This is an optimization exercise on Yosys and OpenROAD, whose aim is small area, a short achievable clock period and few clock cycles, not a production implementation. Only simulation tests tie the RTL to the original design; equivalence was not proved. Power is estimated from default activity; no workload was simulated.

**design.v**
```verilog
module grf_sbox #(
    parameter [1:0] T = 2'd0
) (
    input  wire [5:0] x,
    output reg  [7:0] v
);
  always @* begin
    case ({T, x})
      8'h00: v = 8'hEF;
      8'h01: v = 8'h03;
      8'h02: v = 8'h41;
      8'h03: v = 8'hFD;
      8'h04: v = 8'hD8;
      8'h05: v = 8'h74;
      8'h06: v = 8'h1E;
      8'h07: v = 8'h47;
      8'h08: v = 8'h26;
      8'h09: v = 8'hEF;
      8'h0A: v = 8'hFB;
      8'h0B: v = 8'h22;
      8'h0C: v = 8'hB3;
      8'h0D: v = 8'hD8;
      8'h0E: v = 8'h84;
      8'h0F: v = 8'h1E;
      8'h10: v = 8'h39;
      8'h11: v = 8'hAC;
      8'h12: v = 8'hA7;
      8'h13: v = 8'h60;
      8'h14: v = 8'h62;
      8'h15: v = 8'hC1;
      8'h16: v = 8'hCD;
      8'h17: v = 8'hBA;
      8'h18: v = 8'h5C;
      8'h19: v = 8'h96;
      8'h1A: v = 8'h90;
      8'h1B: v = 8'h59;
      8'h1C: v = 8'h05;
      8'h1D: v = 8'h3B;
      8'h1E: v = 8'h7A;
      8'h1F: v = 8'h85;
      8'h20: v = 8'h40;
      8'h21: v = 8'hFD;
      8'h22: v = 8'h1E;
      8'h23: v = 8'hC8;
      8'h24: v = 8'hE7;
      8'h25: v = 8'h8A;
      8'h26: v = 8'h8B;
      8'h27: v = 8'h21;
      8'h28: v = 8'hDA;
      8'h29: v = 8'h43;
      8'h2A: v = 8'h64;
      8'h2B: v = 8'h9F;
      8'h2C: v = 8'h2D;
      8'h2D: v = 8'h14;
      8'h2E: v = 8'hB1;
      8'h2F: v = 8'h72;
      8'h30: v = 8'hF5;
      8'h31: v = 8'h5B;
      8'h32: v = 8'hC8;
      8'h33: v = 8'hB6;
      8'h34: v = 8'h9C;
      8'h35: v = 8'h37;
      8'h36: v = 8'h76;
      8'h37: v = 8'hEC;
      8'h38: v = 8'h39;
      8'h39: v = 8'hA0;
      8'h3A: v = 8'hA3;
      8'h3B: v = 8'h05;
      8'h3C: v = 8'h52;
      8'h3D: v = 8'h6E;
      8'h3E: v = 8'h0F;
      8'h3F: v = 8'hD9;
      8'h40: v = 8'hA7;
      8'h41: v = 8'hDD;
      8'h42: v = 8'h0D;
      8'h43: v = 8'h78;
      8'h44: v = 8'h9E;
      8'h45: v = 8'h0B;
      8'h46: v = 8'hE3;
      8'h47: v = 8'h95;
      8'h48: v = 8'h60;
      8'h49: v = 8'h36;
      8'h4A: v = 8'h36;
      8'h4B: v = 8'h4F;
      8'h4C: v = 8'hF9;
      8'h4D: v = 8'h60;
      8'h4E: v = 8'h5A;
      8'h4F: v = 8'hA3;
      8'h50: v = 8'h11;
      8'h51: v = 8'h24;
      8'h52: v = 8'hD2;
      8'h53: v = 8'h87;
      8'h54: v = 8'hC8;
      8'h55: v = 8'h52;
      8'h56: v = 8'h75;
      8'h57: v = 8'hEC;
      8'h58: v = 8'hBB;
      8'h59: v = 8'hC1;
      8'h5A: v = 8'h4C;
      8'h5B: v = 8'hBA;
      8'h5C: v = 8'h24;
      8'h5D: v = 8'hFE;
      8'h5E: v = 8'h8F;
      8'h5F: v = 8'h19;
      8'h60: v = 8'hDA;
      8'h61: v = 8'h13;
      8'h62: v = 8'h66;
      8'h63: v = 8'hAF;
      8'h64: v = 8'h49;
      8'h65: v = 8'hD0;
      8'h66: v = 8'h90;
      8'h67: v = 8'h06;
      8'h68: v = 8'h8C;
      8'h69: v = 8'h6A;
      8'h6A: v = 8'hFB;
      8'h6B: v = 8'h91;
      8'h6C: v = 8'h37;
      8'h6D: v = 8'h8D;
      8'h6E: v = 8'h0D;
      8'h6F: v = 8'h78;
      8'h70: v = 8'hBF;
      8'h71: v = 8'h49;
      8'h72: v = 8'h11;
      8'h73: v = 8'hF4;
      8'h74: v = 8'h23;
      8'h75: v = 8'hE5;
      8'h76: v = 8'hCE;
      8'h77: v = 8'h3B;
      8'h78: v = 8'h55;
      8'h79: v = 8'hBC;
      8'h7A: v = 8'hA2;
      8'h7B: v = 8'h57;
      8'h7C: v = 8'hE8;
      8'h7D: v = 8'h22;
      8'h7E: v = 8'h74;
      8'h7F: v = 8'hCE;
      8'h80: v = 8'h2C;
      8'h81: v = 8'hEA;
      8'h82: v = 8'hC1;
      8'h83: v = 8'hBF;
      8'h84: v = 8'h4A;
      8'h85: v = 8'h24;
      8'h86: v = 8'h1F;
      8'h87: v = 8'hC2;
      8'h88: v = 8'h79;
      8'h89: v = 8'h47;
      8'h8A: v = 8'hA2;
      8'h8B: v = 8'h7C;
      8'h8C: v = 8'hB6;
      8'h8D: v = 8'hD9;
      8'h8E: v = 8'h68;
      8'h8F: v = 8'h15;
      8'h90: v = 8'h80;
      8'h91: v = 8'h56;
      8'h92: v = 8'h5D;
      8'h93: v = 8'h01;
      8'h94: v = 8'h33;
      8'h95: v = 8'hFD;
      8'h96: v = 8'hF4;
      8'h97: v = 8'hAE;
      8'h98: v = 8'hDE;
      8'h99: v = 8'h30;
      8'h9A: v = 8'h07;
      8'h9B: v = 8'h9B;
      8'h9C: v = 8'hE5;
      8'h9D: v = 8'h83;
      8'h9E: v = 8'h9B;
      8'h9F: v = 8'h68;
      8'hA0: v = 8'h49;
      8'hA1: v = 8'hB4;
      8'hA2: v = 8'h2E;
      8'hA3: v = 8'h83;
      8'hA4: v = 8'h1F;
      8'hA5: v = 8'hC2;
      8'hA6: v = 8'hB5;
      8'hA7: v = 8'h7C;
      8'hA8: v = 8'hA2;
      8'hA9: v = 8'h19;
      8'hAA: v = 8'hD8;
      8'hAB: v = 8'hE5;
      8'hAC: v = 8'h7C;
      8'hAD: v = 8'h2F;
      8'hAE: v = 8'h83;
      8'hAF: v = 8'hDA;
      8'hB0: v = 8'hF7;
      8'hB1: v = 8'h6B;
      8'hB2: v = 8'h90;
      8'hB3: v = 8'hFE;
      8'hB4: v = 8'hC4;
      8'hB5: v = 8'h01;
      8'hB6: v = 8'h5A;
      8'hB7: v = 8'h97;
      8'hB8: v = 8'h61;
      8'hB9: v = 8'hA6;
      8'hBA: v = 8'h3D;
      8'hBB: v = 8'h40;
      8'hBC: v = 8'h0B;
      8'hBD: v = 8'h58;
      8'hBE: v = 8'hE6;
      8'hBF: v = 8'h3D;
      8'hC0: v = 8'h4D;
      8'hC1: v = 8'hD1;
      8'hC2: v = 8'hB2;
      8'hC3: v = 8'h0F;
      8'hC4: v = 8'h28;
      8'hC5: v = 8'hBD;
      8'hC6: v = 8'hE4;
      8'hC7: v = 8'h78;
      8'hC8: v = 8'hF6;
      8'hC9: v = 8'h4A;
      8'hCA: v = 8'h0F;
      8'hCB: v = 8'h93;
      8'hCC: v = 8'h8B;
      8'hCD: v = 8'h17;
      8'hCE: v = 8'hD1;
      8'hCF: v = 8'hA4;
      8'hD0: v = 8'h3A;
      8'hD1: v = 8'hEC;
      8'hD2: v = 8'hC9;
      8'hD3: v = 8'h35;
      8'hD4: v = 8'h93;
      8'hD5: v = 8'h56;
      8'hD6: v = 8'h7E;
      8'hD7: v = 8'hCB;
      8'hD8: v = 8'h55;
      8'hD9: v = 8'h20;
      8'hDA: v = 8'hA0;
      8'hDB: v = 8'hFE;
      8'hDC: v = 8'h6C;
      8'hDD: v = 8'h89;
      8'hDE: v = 8'h17;
      8'hDF: v = 8'h62;
      8'hE0: v = 8'h17;
      8'hE1: v = 8'h62;
      8'hE2: v = 8'h4B;
      8'hE3: v = 8'hB1;
      8'hE4: v = 8'hB4;
      8'hE5: v = 8'hDE;
      8'hE6: v = 8'hD1;
      8'hE7: v = 8'h87;
      8'hE8: v = 8'hC9;
      8'hE9: v = 8'h14;
      8'hEA: v = 8'h3C;
      8'hEB: v = 8'h4A;
      8'hEC: v = 8'h7E;
      8'hED: v = 8'hA8;
      8'hEE: v = 8'hE2;
      8'hEF: v = 8'h7D;
      8'hF0: v = 8'hA0;
      8'hF1: v = 8'h9F;
      8'hF2: v = 8'hF6;
      8'hF3: v = 8'h5C;
      8'hF4: v = 8'h6A;
      8'hF5: v = 8'h09;
      8'hF6: v = 8'h8D;
      8'hF7: v = 8'hF0;
      8'hF8: v = 8'h0F;
      8'hF9: v = 8'hE3;
      8'hFA: v = 8'h53;
      8'hFB: v = 8'h25;
      8'hFC: v = 8'h95;
      8'hFD: v = 8'h36;
      8'hFE: v = 8'h28;
      8'hFF: v = 8'hCB;
      default: v = 8'h00;
    endcase
  end
endmodule
module grf_desdec (
    input  wire [63:0] din,
    output wire [63:0] dout
);
  localparam [64*8-1:0] IP = {
      8'd58, 8'd50, 8'd42, 8'd34, 8'd26, 8'd18, 8'd10, 8'd2,
      8'd60, 8'd52, 8'd44, 8'd36, 8'd28, 8'd20, 8'd12, 8'd4,
      8'd62, 8'd54, 8'd46, 8'd38, 8'd30, 8'd22, 8'd14, 8'd6,
      8'd64, 8'd56, 8'd48, 8'd40, 8'd32, 8'd24, 8'd16, 8'd8,
      8'd57, 8'd49, 8'd41, 8'd33, 8'd25, 8'd17, 8'd9,  8'd1,
      8'd59, 8'd51, 8'd43, 8'd35, 8'd27, 8'd19, 8'd11, 8'd3,
      8'd61, 8'd53, 8'd45, 8'd37, 8'd29, 8'd21, 8'd13, 8'd5,
      8'd63, 8'd55, 8'd47, 8'd39, 8'd31, 8'd23, 8'd15, 8'd7};
  localparam [64*8-1:0] FP = {
      8'd40, 8'd8,  8'd48, 8'd16, 8'd56, 8'd24, 8'd64, 8'd32,
      8'd39, 8'd7,  8'd47, 8'd15, 8'd55, 8'd23, 8'd63, 8'd31,
      8'd38, 8'd6,  8'd46, 8'd14, 8'd54, 8'd22, 8'd62, 8'd30,
      8'd37, 8'd5,  8'd45, 8'd13, 8'd53, 8'd21, 8'd61, 8'd29,
      8'd36, 8'd4,  8'd44, 8'd12, 8'd52, 8'd20, 8'd60, 8'd28,
      8'd35, 8'd3,  8'd43, 8'd11, 8'd51, 8'd19, 8'd59, 8'd27,
      8'd34, 8'd2,  8'd42, 8'd10, 8'd50, 8'd18, 8'd58, 8'd26,
      8'd33, 8'd1,  8'd41, 8'd9,  8'd49, 8'd17, 8'd57, 8'd25};
  localparam [32*8-1:0] TP = {
      8'd16, 8'd7,  8'd20, 8'd21, 8'd29, 8'd12, 8'd28, 8'd17,
      8'd1,  8'd15, 8'd23, 8'd26, 8'd5,  8'd18, 8'd31, 8'd10,
      8'd2,  8'd8,  8'd24, 8'd14, 8'd32, 8'd27, 8'd3,  8'd9,
      8'd19, 8'd13, 8'd30, 8'd6,  8'd22, 8'd11, 8'd4,  8'd25};
  wire [63:0] t;       
  wire [63:0] lr;      
  wire [31:0] s;       
  wire [31:0] f;       
  genvar i;
  generate
    for (i = 0; i < 64; i = i + 1) begin : g_ip
      localparam integer SRC = IP[8*(63-i) +: 8] - 1;
      assign t[8*(i/8) + 7 - i%8] = din[8*(SRC/8) + 7 - SRC%8];
    end
  endgenerate
  wire [7:0] r0 = t[39:32];
  wire [7:0] r1 = t[47:40];
  wire [7:0] r2 = t[55:48];
  wire [7:0] r3 = t[63:56];
  wire [5:0] e0 = {r3[0],   r0[7:3]};
  wire [5:0] e1 = {r0[4:0], r1[7]};
  wire [5:0] e2 = {r0[0],   r1[7:3]};
  wire [5:0] e3 = {r1[4:0], r2[7]};
  wire [5:0] e4 = {r1[0],   r2[7:3]};
  wire [5:0] e5 = {r2[4:0], r3[7]};
  wire [5:0] e6 = {r2[0],   r3[7:3]};
  wire [5:0] e7 = {r3[4:0], r0[7]};
  wire [7:0] sb0h, sb0l, sb1h, sb1l, sb2h, sb2l, sb3h, sb3l;
  grf_sbox #(.T(2'd0)) u_sb0h (.x(e0), .v(sb0h));
  grf_sbox #(.T(2'd0)) u_sb0l (.x(e1), .v(sb0l));
  grf_sbox #(.T(2'd1)) u_sb1h (.x(e2), .v(sb1h));
  grf_sbox #(.T(2'd1)) u_sb1l (.x(e3), .v(sb1l));
  grf_sbox #(.T(2'd2)) u_sb2h (.x(e4), .v(sb2h));
  grf_sbox #(.T(2'd2)) u_sb2l (.x(e5), .v(sb2l));
  grf_sbox #(.T(2'd3)) u_sb3h (.x(e6), .v(sb3h));
  grf_sbox #(.T(2'd3)) u_sb3l (.x(e7), .v(sb3l));
  assign s = {sb3h[7:4], sb3l[3:0], sb2h[7:4], sb2l[3:0],
              sb1h[7:4], sb1l[3:0], sb0h[7:4], sb0l[3:0]};
  generate
    for (i = 0; i < 32; i = i + 1) begin : g_pbox
      localparam integer SRC = TP[8*(31-i) +: 8] - 1;
      assign f[8*(i/8) + 7 - i%8] = s[8*(SRC/8) + 7 - SRC%8];
    end
  endgenerate
  assign lr = {t[63:32], t[31:0] ^ f};
  generate
    for (i = 0; i < 64; i = i + 1) begin : g_fp
      localparam integer SRC = FP[8*(63-i) +: 8] - 1;
      assign dout[8*(i/8) + 7 - i%8] = lr[8*(SRC/8) + 7 - SRC%8];
    end
  endgenerate
endmodule
module grf_shuf (
    input  wire [63:0] x,
    output wire [63:0] y
);
  wire [7:0] b7 = x[63:56];
  reg  [7:0] sw;
  always @* begin
    case (b7)
      8'h00: sw = 8'h2B;
      8'h2B: sw = 8'h00;
      8'h6C: sw = 8'h80;
      8'h80: sw = 8'h6C;
      8'h01: sw = 8'h68;
      8'h68: sw = 8'h01;
      8'h48: sw = 8'h77;
      8'h77: sw = 8'h48;
      8'h60: sw = 8'hFF;
      8'hFF: sw = 8'h60;
      8'hB9: sw = 8'hC0;
      8'hC0: sw = 8'hB9;
      8'hFE: sw = 8'hEB;
      8'hEB: sw = 8'hFE;
      default: sw = b7;
    endcase
  end
  assign y = {sw,           
              x[47:40],     
              x[23:16],     
              x[15:8],      
              x[7:0],       
              x[55:48],     
              x[39:32],     
              x[31:24]};    
endmodule
module grf_cycleof (
    input  wire [30:0] cs,
    output reg  [4:0]  cycle
);
  always @* begin
    if (cs >= 31'd1000000000)     cycle = 5'd25;
    else if (cs >= 31'd100000000) cycle = 5'd24;
    else if (cs >= 31'd10000000)  cycle = 5'd23;
    else if (cs >= 31'd1000000)   cycle = 5'd22;
    else if (cs >= 31'd100000)    cycle = 5'd15;
    else if (cs >= 31'd10000)     cycle = 5'd14;
    else if (cs >= 31'd1000)      cycle = 5'd5;
    else if (cs >= 31'd100)       cycle = 5'd4;
    else                          cycle = 5'd1;
  end
endmodule
module grfdec_cipher (
    input  wire        clk,
    input  wire        rst,
    input  wire        cmd_valid,
    output wire        cmd_ready,
    input  wire [31:0] cmd_word,
    input  wire [31:0] src,
    input  wire [31:0] len,
    input  wire [31:0] csize,
    input  wire [7:0]  typ,
    input  wire [63:0] blk_in,
    output wire        done,
    output wire [7:0]  ecode,
    output wire [63:0] blk_out,
    output wire [4:0]  cycle_out,
    output wire        mem_en,
    output wire        mem_we,
    output wire [8:0]  mem_addr,
    output wire [63:0] mem_wdata,
    input  wire [63:0] mem_rdata
);
  localparam [7:0] OP_NOP      = 8'h00;
  localparam [7:0] OP_DESBLK   = 8'h01;
  localparam [7:0] OP_SHUFBLK  = 8'h02;
  localparam [7:0] OP_CYCLE    = 8'h03;
  localparam [7:0] OP_DECHDR   = 8'h10;
  localparam [7:0] OP_DECMIX   = 8'h11;
  localparam [7:0] OP_DECIPHER = 8'h12;
  localparam [1:0] E_NONE      = 2'd0;
  localparam [1:0] E_ILLEGAL   = 2'd1;
  localparam [1:0] E_MALFORMED = 2'd2;
  localparam [1:0] E_RANGE     = 2'd3;
  reg        busy;         
  reg [1:0]  ph;           
  reg        done_r;
  reg [63:0] blk_r;
  reg [1:0]  ecode_r;
  reg [4:0]  cycle_r;
  reg [8:0]  a0, a1;       
  reg        f0, f1;       
  reg        v0, v1;       
  reg [9:0]  endw;         
  reg [4:0]  lead;         
  reg        inlead;       
  reg [4:0]  dd;           
  reg [3:0]  js;           
  reg        sh;           
  reg [63:0] wbuf;         
  assign cmd_ready = !busy;
  assign done      = done_r;
  assign ecode     = {6'd0, ecode_r};
  assign blk_out   = blk_r;
  assign cycle_out = cycle_r;
  wire accept = cmd_valid && !busy;
  wire       hi_zero   = (cmd_word[31:8] == 24'd0);
  wire [7:0] op        = cmd_word[7:0];
  wire       is_nop    = hi_zero && (op == OP_NOP);
  wire       is_desblk = hi_zero && (op == OP_DESBLK);
  wire       is_shuf   = hi_zero && (op == OP_SHUFBLK);
  wire       is_cycle  = hi_zero && (op == OP_CYCLE);
  wire       is_dechdr = hi_zero && (op == OP_DECHDR);
  wire       is_decmix = hi_zero && (op == OP_DECMIX);
  wire       is_decip  = hi_zero && (op == OP_DECIPHER);
  wire       is_buf    = is_dechdr || is_decmix || is_decip;
  wire       legal     = is_nop || is_desblk || is_shuf || is_cycle || is_buf;
  wire       m_mix     = is_decmix || (is_decip && typ[1]);
  wire       m_hdr     = is_dechdr || (is_decip && !typ[1] && typ[2]);
  wire       len_neg   = len[31];
  wire       cs_neg    = csize[31];
  wire       misalign  = (len[2:0] != 3'd0) || (src[2:0] != 3'd0);
  wire       buf_malf  = len_neg || ((m_mix || m_hdr) && misalign) || (m_mix && cs_neg);
  wire [13:0] lo_sum   = {1'b0, src[12:0]} + {1'b0, len[12:0]};
  wire       out_range = (src[31:13] != 19'd0) || (len[30:13] != 18'd0) || (lo_sum > 14'd4096);
  wire       ge2 = (csize[30:0] >= 31'd100);
  wire       ge3 = (csize[30:0] >= 31'd1000);
  wire       ge4 = (csize[30:0] >= 31'd10000);
  wire       ge5 = (csize[30:0] >= 31'd100000);
  wire       ge6 = (csize[30:0] >= 31'd1000000);
  wire       ge7 = (csize[30:0] >= 31'd10000000);
  wire       ge8 = (csize[30:0] >= 31'd100000000);
  wire       ge9 = (csize[30:0] >= 31'd1000000000);
  reg  [4:0] cyc_val;
  reg  [4:0] dd0;
  always @* begin
    if (ge9)      begin cyc_val = 5'd25; dd0 = 5'd6;  end
    else if (ge8) begin cyc_val = 5'd24; dd0 = 5'd5;  end
    else if (ge7) begin cyc_val = 5'd23; dd0 = 5'd4;  end
    else if (ge6) begin cyc_val = 5'd22; dd0 = 5'd3;  end
    else if (ge5) begin cyc_val = 5'd15; dd0 = 5'd11; end
    else if (ge4) begin cyc_val = 5'd14; dd0 = 5'd9;  end
    else if (ge3) begin cyc_val = 5'd5;  dd0 = 5'd1;  end
    else if (ge2) begin cyc_val = 5'd4;  dd0 = 5'd1;  end
    else          begin cyc_val = 5'd1;  dd0 = 5'd1;  end
  end
  wire [9:0] nblocks  = len[12:3];
  wire       buf_ok   = is_buf && !buf_malf && !out_range;
  wire       has_work = buf_ok && (m_mix || m_hdr) && (nblocks != 10'd0);
  wire       two      = (nblocks[9:1] != 9'd0);    
  wire [9:0] endw_hdr = {1'b0, src[11:3]} + 10'd20;
  wire [9:0] endw0    = (m_hdr && nblocks > 10'd20) ? endw_hdr : lo_sum[12:3];
  reg [1:0] ecode_val;
  always @* begin
    if (!legal)
      ecode_val = E_ILLEGAL;
    else if ((is_cycle && cs_neg) || (is_buf && buf_malf))
      ecode_val = E_MALFORMED;
    else if (is_buf && out_range)
      ecode_val = E_RANGE;
    else
      ecode_val = E_NONE;
  end
  wire [63:0] xin = busy ? mem_rdata : blk_in;
  wire        sel_des = busy ? (ph[1] ? f1 : f0) : !cmd_word[1];
  wire [63:0] des_out;
  wire [63:0] shuf_out;
  grf_desdec u_des  (.din(xin), .dout(des_out));
  grf_shuf   u_shuf (.x(xin),   .y(shuf_out));
  wire [63:0] blk_res = sel_des ? des_out : shuf_out;
  wire [8:0] gbase  = ph[0] ? a0 : a1;
  wire [9:0] g_one  = {1'b0, gbase} + 10'd1;
  wire [9:0] g_js   = {1'b0, gbase} + {6'd0, js};
  wire [9:0] g_dd   = {1'b0, gbase} + {6'd0, dd[3:0]};
  wire [9:0] gnext  = inlead ? g_one : sh ? g_js : g_dd;
  wire       gdes   = inlead || !sh;
  wire       more   = (gnext < endw);
  wire [4:0] dd_sh  = dd - {1'b0, js};
  wire [3:0] js_des = js - dd[3:0] + 4'd1;
  always @(posedge clk) begin
    wbuf <= blk_res;
    if (rst) begin
      busy    <= 1'b0;
      ph      <= 2'd0;
      done_r  <= 1'b0;
      blk_r   <= 64'd0;
      ecode_r <= E_NONE;
      cycle_r <= 5'd0;
    end else begin
      done_r <= 1'b0;
      if (accept) begin
        ecode_r <= ecode_val;
        if (is_desblk || is_shuf)
          blk_r <= blk_res;
        if ((is_cycle && !cs_neg) || (buf_ok && m_mix))
          cycle_r <= cyc_val;
        a0      <= src[11:3];
        a1      <= src[11:3] + 9'd1;
        f0      <= 1'b1;
        f1      <= 1'b1;
        v1      <= two;
        endw    <= endw0;
        lead    <= 5'd18;
        inlead  <= 1'b1;
        dd      <= dd0;
        js      <= 4'd8;
        sh      <= ge4 && !ge6;       
        ph      <= 2'd0;
        if (has_work)
          busy <= 1'b1;
        else
          done_r <= 1'b1;
      end else if (busy) begin
        ph <= ph + 2'd1;
        if (ph[1]) begin
          if (inlead) begin
            lead   <= lead - 5'd1;
            inlead <= (lead != 5'd1);
          end else if (sh) begin
            dd <= dd_sh;
            js <= 4'd7;
            sh <= (dd_sh >= 5'd8);
          end else begin
            js <= js_des;
            dd <= cycle_r;
            sh <= ({1'b0, js_des} < cycle_r);
          end
          if (!ph[0]) begin
            a0 <= gnext[8:0];
            f0 <= gdes;
            v0 <= v1 && more;
            if (!v1) begin
              busy   <= 1'b0;
              done_r <= 1'b1;
            end
          end else begin
            a1 <= gnext[8:0];
            f1 <= gdes;
            v1 <= v0 && more;
            if (!v0) begin
              busy   <= 1'b0;
              done_r <= 1'b1;
            end
          end
        end
      end
    end
  end
  assign mem_en    = busy && (!ph[0] || v1);
  assign mem_we    = ph[1];
  assign mem_addr  = ph[0] ? a1 : a0;
  assign mem_wdata = wbuf;
endmodule
```
**flow/run.sh**
```bash
#!/bin/bash
# Own layout flow: the standard ORFS flow (standard.sh) with two changes.
#  1. Technology mapping: every abc call of the synthesis runs flow/area.abc, an
#     area-oriented ABC script, instead of ORFS's speed script. The rest of
#     the synthesis is synth_recipe.tcl unchanged, so the registers (mapped
#     before abc) keep their cells and names.
#  2. Port buffering: buffer_ports inserts sky130_fd_sc_hd__buf_1 on every
#     input and output port (the resizer may upsize them) instead of the
#     delay buffer it picks by default.
# Every tool's output goes to own_flow.log here; ORFS's own logs stay under orfs/logs.
set -euo pipefail
W=$(pwd)
ABC=$W/flow/area.abc
{
  echo "proc abc {args} { set i [lsearch \$args -script]; if {\$i >= 0} { lset args [expr {\$i+1}] {$ABC} }; yosys abc {*}\$args }"
  cat "$W/synth_recipe.tcl"
} > "$W/own_synth.tcl"
grep -q "SYNTH_SCRIPT=" standard.sh
sed -e "s#SYNTH_SCRIPT=[^ ]*#SYNTH_SCRIPT=$W/own_synth.tcl#" \
    -e "s#\"\${@:-finish}\"#'BUFFER_PORTS_ARGS=-buffer_cell sky130_fd_sc_hd__buf_1' \"\${@:-finish}\"#" \
    standard.sh > own_standard.sh
grep -q "own_synth.tcl" own_standard.sh
grep -q "BUFFER_PORTS_ARGS" own_standard.sh
bash own_standard.sh > own_flow.log 2>&1
```
**flow/area.abc**
```
strash
&get -n
&deepsyn -T 30
&put
dch
map -a
topo
stime -c
```
**standard.sh**
```bash
#!/bin/bash
# synth_recipe.tcl (not shown) runs the flow's synth.tcl, then flattens the netlist and writes it again
# the make line also repeats each setting of config.mk as NAME=value (left out here)
make -C /OpenROAD-flow-scripts/flow DESIGN_CONFIG=/design/flow/config.mk WORK_HOME=/design/flow/orfs CLKGATE_MAP_FILE= SYNTH_SCRIPT=/design/flow/synth_recipe.tcl "${@:-finish}"
```
**config.mk**
```make
export PLATFORM = sky130hd
export DESIGN_NAME = grfdec_cipher
export DESIGN_NICKNAME = grfdec_cipher
export VERILOG_FILES = /design/flow/design.v
export SDC_FILE = /design/flow/constraint.sdc
export NUM_CORES = 4
export LEC_CHECK = 0
export CAP_MARGIN = 20
export CORE_MARGIN = 2
export CORE_UTILIZATION = 40
export SLEW_MARGIN = 20
```
**constraint.sdc**
```tcl
create_clock -name core_clock -period 5.0 [get_ports {clk}]
set_input_delay 1.0000 -clock core_clock [delete_from_list [all_inputs] [get_ports {clk}]]
set_output_delay 1.0000 -clock core_clock [all_outputs]
set_load 0.01 [all_outputs]
```
==> flow_summary_export.csv <==
group,metric,value,unit
setup_path,critPathSlowestCell,"or2_2",
sta,fmax,0.218,GHz
synthesis,yosysSeqAreaShare,0.315,
sta,fin_crit,4.58,ns
synthesis,ys_ff_latch,187,
floorplan,die-area,35000,µm²
final_layout,multi_input_area,8220,µm²
route,num_vias,16000,
place,numPortBuffers,406,
power_and_ir_drop,power.total,4790,µW
setup_path,regToRegSetupSlack,0.72,ns
route,drt-total-wl,50.9,mm
setup_path,worstSetupStartpointType,"input pin",
setup_path,timing.rr.start,"busy$_SDFFE_PP0P_",
synthesis,yosys_warnings,6,
clock_tree,clkTransAtPathRegs,0.07,ns
route,wl_per_cell,17.3,µm
sta,tightest_slew,1.10,ns
setup_path,r2r_end,"blk_r[14]$_SDFFE_PP0P_",
run_status,outcome,"complete, no violations",
global_route,track_usage,0.287,
floorplan,initial_utilization,0.403,
route,ant_nets,0,
setup_path,arrival,4.97,ns
sta,fin_crit_sh,0.916,
sta,setup_slack,0.421,ns
place,place.gp.congestion,0.936,
synthesis,ys_types,44,
final_layout,fillers,3475,
place,pre_cts_ws,0.00370,ns
setup_path,endpoint_kind,"flip-flop",
synthesis,synthFlopType,"dfxtp_1",
global_route,grt_pass1_wl,80.1,mm
synthesis,synth_edf_count,48,
clock_tree,clk_path_buf_depth,2,
route,viasPerCell,5.40,
hold_path,holdPathEnd,"blk_r[8]$_SDFFE_PP0P_",
final_layout,finalInstanceArea,16500,µm²
place,dpl.hpwl,39.1,mm
sta,relSlewSlack,0.257,
final_layout,diodes,0,
floorplan,rows,67,
setup_path,reg2reg_depth,16,
clock_tree,clock-sinks,187,
global_route,grt_max_degree,71,
final_layout,finish.utilization,0.496,
setup_path,cp_top_family,"compound AO/OA/AOI/OAI gates",
sta,hold_slack,0.469,ns
synthesis,synth.avg_cell_area,6.65,µm²
floorplan,die_h,187,µm
hold_path,hold_depth,2,
clock_tree,cts_resized,0,
sta,setup_viol,0,
setup_path,worst-path-buf-inv,6,
route,drc_errors,0,
flow_run,drv_cap,0,
synthesis,syn_inst,2017,
place,place_area,15900,µm²
route,drt-initial-drc-count,1684,
clock_tree,clock_latency,0.46,ns
setup_path,cp.required,5.39,ns
sta,slew_violations,0,
setup_path,critPathKind,"in2reg",
sta,rsz0062_at_grt,"false",
clock_tree,root_buffer,"clkbuf_16",
synthesis,synth_area,13400,µm²
global_route,grt_overflow_total,0,
hold_path,hold_path.class,"reg2reg",
clock_tree,cts_tree,"done",
hold_path,hold_start,"blk_r[8]$_SDFFE_PP0P_",
final_layout,synthToLayoutAreaGrowth,23.1,%
sta,skew,0.0109,ns
final_layout,finish.net_count,2814,
setup_path,cp_slowest_stage_delay,0.27,ns
sta,hold_viol,0,
final_layout,seqCellArea,4230,µm²
floorplan,coreArea,33300,µm²
power_and_ir_drop,power_density,290,nW/µm²
global_route,grt_pass1_vias,15000,
power_and_ir_drop,power_leakage,0.00628,µW
clock_tree,cts_buffers,17,
synthesis,ys_async_sr_fraction,0,
clock_tree,cts_hold_buf,0,
setup_path,path_max_fanout,3,
route,first_pass_iters,8,
clock_tree,cts_setup_buffers,0,
floorplan,io_pins,421,
final_layout,drive_above_1_share,0.0499,
clock_tree,htree_levels,4,
floorplan,die_width,187,µm
power_and_ir_drop,ir_drop,0.000254,V
global_route,antenna_found_initial,1,
[registers in the layout, indices dropped and copies added (netlist names), 2 cells and up]
signal,cells
wbuf,64
lead,5
cycle_r,5
blk_r,64
endw,10
dd,5
a1,9
ecode_r,2
a0,9
js,4
ph,2
[layer usage]
layer | track usage | part of all wire | vias to the layer above
met5 | 0 | 0.00024 | -
met4 | 0.0858 | 0.023 | 2
met3 | 0.0518 | 0.066 | 86
met2 | 0.485 | 0.47 | 689
met1 | 0.373 | 0.44 | 7285
li1 | - | - | 7889
[cells by family (layout without fill, tap and decap cells)]
logic type,Yosys count,after routing,share of synthesized area
adder cells (fa/ha/maj),56,56,0.0544
other,1,6,0.000279
AND/OR/NAND/NOR,966,966,0.304
buffers and inverters,263,745,0.0752
flip-flops,187,187,0.315
AO/OA/AOI/OAI,482,482,0.210
XOR/XNOR,50,50,0.0326
multiplexers,12,12,0.00895
[synthesized netlist by cell type, drive strengths merged, types with 5 or more instances]
cell type  count  area share
a21boi        15      0.0084
o21a           5      0.0028
nand3        125       0.047
or2           33       0.015
a311oi         5      0.0033
a31oi         11      0.0051
a22oi          9      0.0050
nand4         25       0.012
o31ai          7      0.0039
o21ai        204       0.076
a21oi        125       0.047
nand2        432        0.12
xor2          28       0.018
nor3          33       0.012
mux2i         12      0.0090
nor4          30       0.014
o21bai        10      0.0056
xnor2         22       0.014
nor2         280       0.078
ha            52       0.048
o22ai         22       0.010
o2111ai       12      0.0078
a2111oi        7      0.0046
edfxtp        48        0.11
buf            6      0.0034
o221ai         7      0.0046
dfxtp        139        0.21
o211ai        14      0.0078
clkinv       257       0.072
a211oi        11      0.0062
[metrics by stage]
| step | TNS [ns] | cells |
|---|---|---|
| floorplan | -59.65 | 2022 |
| global placement | 0 | 2920 |
| detailed placement | 0 | 2920 |
| CTS | 0 | 2952 |
| global route | 0 | 2952 |
| finish | 0 | 2952 |
[how the worst max path moves through the flow]
stage | slack, ns | cells past startpoint | to | startpoint
3_3_place_gp | 0.04 | 31 | cycle_r[3]$_SDFFE_PP0P_ | src[0]
2_1_floorplan | -1.13 | 8 | blk_r[62]$_SDFFE_PP0P_ | cmd_word[1]
4_1_cts | 0.49 | 31 | cycle_r[3]$_SDFFE_PP0P_ | src[0]
5_1_grt | 0.06 | 31 | cycle_r[3]$_SDFFE_PP0P_ | src[0]
6_report | 0.42 | 31 | cycle_r[3]$_SDFFE_PP0P_ | src[0]
3_5_place_dp | 0.004 | 31 | cycle_r[3]$_SDFFE_PP0P_ | src[0]
[power breakdown]
part	switching [µW]	total [µW]	internal, µW
Sequential	48.8	1740	1690
Combinational	1060	1570	515
Clock	687	1480	789
[cells in the final DEF, fill, tap and decap left out, types with 4 or more instances in the layout]
cell type    n
a311oi_1     5
clkinv_4     4
edfxtp_1    48
clkbuf_16   18
a22oi_1      9
o31ai_1      7
inv_6        4
xor2_1      28
nor4_1      30
a31oi_1     11
or2_2       33
o2111ai_1   12
a21oi_1    125
a32oi_1      4
nand4_1     25
o22ai_1     22
o21bai_1    10
buf_1      406
fa_1         4
o41ai_1      4
clkinv_1   254
o21ai_0    191
xnor2_1     22
o211ai_1    14
a21boi_0    12
nor2_1     278
nand2_1    432
a211oi_1    11
nand3_1    125
mux2i_1     12
buf_4       50
o21ai_1     13
ha_1        52
a2111oi_0    7
nor3_1      33
conb_1       6
o21a_1       5
o221ai_1     7
dfxtp_1    138
[worst reg2reg max path, cell delays in order (launching register included)]
cell       delay [ns]
dfxtp_4          0.53
clkinv_2         0.22
buf_4            0.31
a21boi_0         0.22
buf_4            0.22
clkinv_1         0.44
nor2_1           0.43
clkinv_1         0.30
nor2_1           0.21
a21oi_1          0.08
nand4_1          0.10
o2111ai_1        0.11
nor4_1           0.52
xnor2_1          0.12
o21ai_0          0.25
nand2_1          0.08
nand2_1          0.08
[final cells by class]
cell class,instances,area share
multi-input combinational,1572,0.498
sequential,187,0.256
timing repair buffer,456,0.115
inverter,257,0.0595
tap,448,0.0339
clock buffer,18,0.0273
clock inverter,14,0.0106
Testbench counts, summed over its fixed seeds: cycles 91,034.

[what the ideal ports hide]
No port has a modelled driver above. Below, the same layout with a new extraction and two added sets of constraints.
Step 1: set_driving_cell puts a clkbuf_16 on clk and a buf_2 on each other input, an assumption about the parent block.
Step 2 moves the port delays by t, midway between the first and last clock arrival at a register: inputs arrive t later, outputs are due t later. That takes back most of the time a late clock gives input paths.
Slacks: ideal / step 1 / step 2; pairs: ideal / step 1.
shift t [ns]: 0.509
slack for setup (ns): 0.421 / 0.454 / -0.055
worst hold slack (ns): 0.469 / 0.469 / 0.469
worst setup path after step 2: input to register
worst data-port slew with drivers (ns): 0.07
With both steps, setup timing fails in this run, where it was met with ideal ports. The setup slack of this run moves by +0.033 ns with the drivers and by -0.476 ns with both steps.
